Background: an optimization exercise with open tools, aiming at small area, a short achievable clock period and few clock cycles. Do not read the settings as production practice.
The RTL was checked by simulation tests, not by an equivalence proof against the original design.

Design jel_fsel, start of the top module:
module jel_fsel (
    input  wire        clk,
    input  wire        rst,           
    input  wire        qt_we,
    input  wire [5:0]  qt_addr,
    input  wire [15:0] qt_wdata,
    input  wire        cmd_valid,
    output wire        cmd_ready,
    input  wire        cmd_op,        
    input  wire [6:0]  cmd_arg,       
    input  wire [6:0]  cmd_pool,      
    input  wire [15:0] cmd_nlevels,   
    output reg         rsp_valid,
    output reg  [7:0]  rsp_code,      
    output reg  [6:0]  rsp_result,
    output reg  [6:0]  nfreqs,
    input  wire [5:0]  freq_addr,
    output reg  [5:0]  freq_data
);
For scale: roughly 340 flip-flops, about 93 I/O pins, roughly 0.022 mm^2 of cells after synthesis.
clock: 35.0 ns
lec_check: 0
cap_margin: 20
core_margin: 2
core_utilization: 65
cts_buf_list: sky130_fd_sc_hd__clkbuf_8
cts_cluster_diameter: 50
cts_cluster_size: 14
place_density: 0.85
slew_margin: 20
standard.sh (not shown) runs the stock make flow with config.mk's settings and CLKGATE_MAP_FILE= SYNTH_SCRIPT=/design/flow/synth_recipe.tcl, a recipe that flattens the netlist after the stock synthesis.
==> flow/flow/run.sh <==
#!/bin/bash
# Layout flow: the standard flow (standard.sh) with
#  - a longer ABC mapping script (flow/abc_speed.script) in synthesis; the
#    rest of synthesis, and so every register, is as standard,
#  - buf_2 cells as the port buffers,
#  - clock tree synthesis without dummy loads at the leaves,
#  - timing repair aiming for extra setup slack.
set -euo pipefail
rm -rf scripts_abc
cp -r "$FLOW_HOME/scripts" scripts_abc
cp flow/abc_speed.script scripts_abc/abc_speed.script
export SCRIPTS_DIR="$PWD/scripts_abc"
export BUFFER_PORTS_ARGS="-buffer_cell sky130_fd_sc_hd__buf_2"
export CTS_ARGS="-sink_clustering_enable -repair_clock_nets -buf_list sky130_fd_sc_hd__clkbuf_8 -sink_clustering_size 14 -sink_clustering_max_diameter 50 -dont_use_dummy_load"
export SETUP_SLACK_MARGIN=18.5
bash standard.sh > standard.log 2>&1
==> flow/flow/abc_speed.script <==
strash
&get -n
&st
&syn2
&synch2
&dch -f
&nf -R 1000
&put
topo
stime -c
buffer -c
upsize -c
dnsize -c
The starting point finished clean.
Testbench counts at the start, summed over its fixed seeds: cycles 768.
Change:
--- a/flow/flow/run.sh
+++ b/flow/flow/run.sh
@@ -12,5 +12,5 @@
 export SCRIPTS_DIR="$PWD/scripts_abc"
 export BUFFER_PORTS_ARGS="-buffer_cell sky130_fd_sc_hd__buf_2"
-export CTS_ARGS="-sink_clustering_enable -repair_clock_nets -buf_list sky130_fd_sc_hd__clkbuf_8 -sink_clustering_size 14 -sink_clustering_max_diameter 50 -dont_use_dummy_load"
+export CTS_ARGS="-sink_clustering_enable -repair_clock_nets -buf_list sky130_fd_sc_hd__clkbuf_4 -dont_use_dummy_load"
 export SETUP_SLACK_MARGIN=18.5
 bash standard.sh > standard.log 2>&1
Settings changed: CORE_UTILIZATION 65 to 40, CTS_BUF_LIST sky130_fd_sc_hd__clkbuf_8 to sky130_fd_sc_hd__clkbuf_4, CTS_CLUSTER_DIAMETER 50 to unset, CTS_CLUSTER_SIZE 14 to unset, PLACE_DENSITY 0.85 to unset.
The changed run finished clean.
Routed wire length goes up by 9.8%.
Non-clock buffer count rose by 17.
Design area rose by 3.2%.
Die area came out higher by 61%.
Synthesized area does not change.
Count of clock-buffer cells in the layout climbs by 60.
Change:
--- a/flow/flow/run.sh
+++ b/flow/flow/run.sh
@@ -5,5 +5,6 @@
 #  - buf_2 cells as the port buffers,
 #  - clock tree synthesis without dummy loads at the leaves,
-#  - timing repair aiming for extra setup slack.
+#  - timing repair aiming for extra setup slack,
+#  - power recovery (downsizing gates off the critical paths).
 set -euo pipefail
 rm -rf scripts_abc
@@ -12,5 +13,6 @@
 export SCRIPTS_DIR="$PWD/scripts_abc"
 export BUFFER_PORTS_ARGS="-buffer_cell sky130_fd_sc_hd__buf_2"
-export CTS_ARGS="-sink_clustering_enable -repair_clock_nets -buf_list sky130_fd_sc_hd__clkbuf_4 -dont_use_dummy_load"
+export CTS_ARGS="-sink_clustering_enable -repair_clock_nets -buf_list sky130_fd_sc_hd__clkbuf_8 -sink_clustering_size 14 -sink_clustering_max_diameter 50 -dont_use_dummy_load"
 export SETUP_SLACK_MARGIN=18.5
+export RECOVER_POWER=100
 bash standard.sh > standard.log 2>&1
Settings changed: CORE_UTILIZATION 40 to 60, CTS_BUF_LIST sky130_fd_sc_hd__clkbuf_4 to sky130_fd_sc_hd__clkbuf_8, CTS_CLUSTER_DIAMETER set to 50, CTS_CLUSTER_SIZE set to 14.
Effect: The new run produced a layout that fails on capacitance limit, slew limit; core utilization rose by 22 points; count of clock-buffer cells in the layout fell by 53; worst setup slack loses 2.0 ns.
Change:
==> flow/flow/run.sh (replaced) <==
#!/bin/bash
# Layout flow: the standard flow (standard.sh) with
#  - a longer ABC mapping script (flow/abc_speed.script) in synthesis; the
#    rest of synthesis, and so every register, is as standard,
#  - buf_2 cells as the port buffers,
#  - clock tree synthesis without dummy loads at the leaves,
#  - timing repair aiming for extra setup slack.
set -euo pipefail
rm -rf scripts_abc
cp -r "$FLOW_HOME/scripts" scripts_abc
cp flow/abc_speed.script scripts_abc/abc_speed.script
export SCRIPTS_DIR="$PWD/scripts_abc"
export BUFFER_PORTS_ARGS="-buffer_cell sky130_fd_sc_hd__buf_2"
export CTS_ARGS="-sink_clustering_enable -repair_clock_nets -buf_list sky130_fd_sc_hd__clkbuf_4 -dont_use_dummy_load"
export SETUP_SLACK_MARGIN=18.5
bash standard.sh > standard.log 2>&1
Settings changed: CORE_UTILIZATION 60 to 65, CTS_BUF_LIST sky130_fd_sc_hd__clkbuf_8 to sky130_fd_sc_hd__clkbuf_4, CTS_CLUSTER_DIAMETER 50 to unset, CTS_CLUSTER_SIZE 14 to unset, PLACE_DENSITY set to 0.85.
Effect:
- Now the flow passed the timing, design-rule and antenna checks
- design area rose slightly
- global-route usage rose by 1.7 points
- non-clock buffer count fell by 6
- via count rose by a few percent
- maximum frequency rose by roughly a tenth
- synthesized area does not change
- synthesized cell count is unchanged

==> static timing again, ports no longer ideal <==
The results above use ideal ports. As a check the final layouts listed here were re-extracted and re-timed, cells and wires unchanged. Step 1, drivers: a clkbuf_16 drives clk and a buf_2 each remaining input, both assumed. Step 2 times the ports against the registers' clock, not the clock port: input delays grow and output delays shrink by t, the midpoint of the rising clock arrivals with the driver on. Slacks: no drivers / after step 1 / after step 2; pairs: no drivers / after step 1.
run	t (ns)	slack for setup (ns)	pins driven straight from the clock port
the first run	0.659	17.209 / 17.154 / 17.154	1
the second run	0.843	17.106 / 17.057 / 17.057	1
the third run	0.601	15.141 / 15.089 / 15.690	1
the fourth run	0.735	17.199 / 17.145 / 17.145	1
For the first run, which loses most, drivers alone change the setup slack by -0.055 ns; drivers and shift together by -0.055 ns.
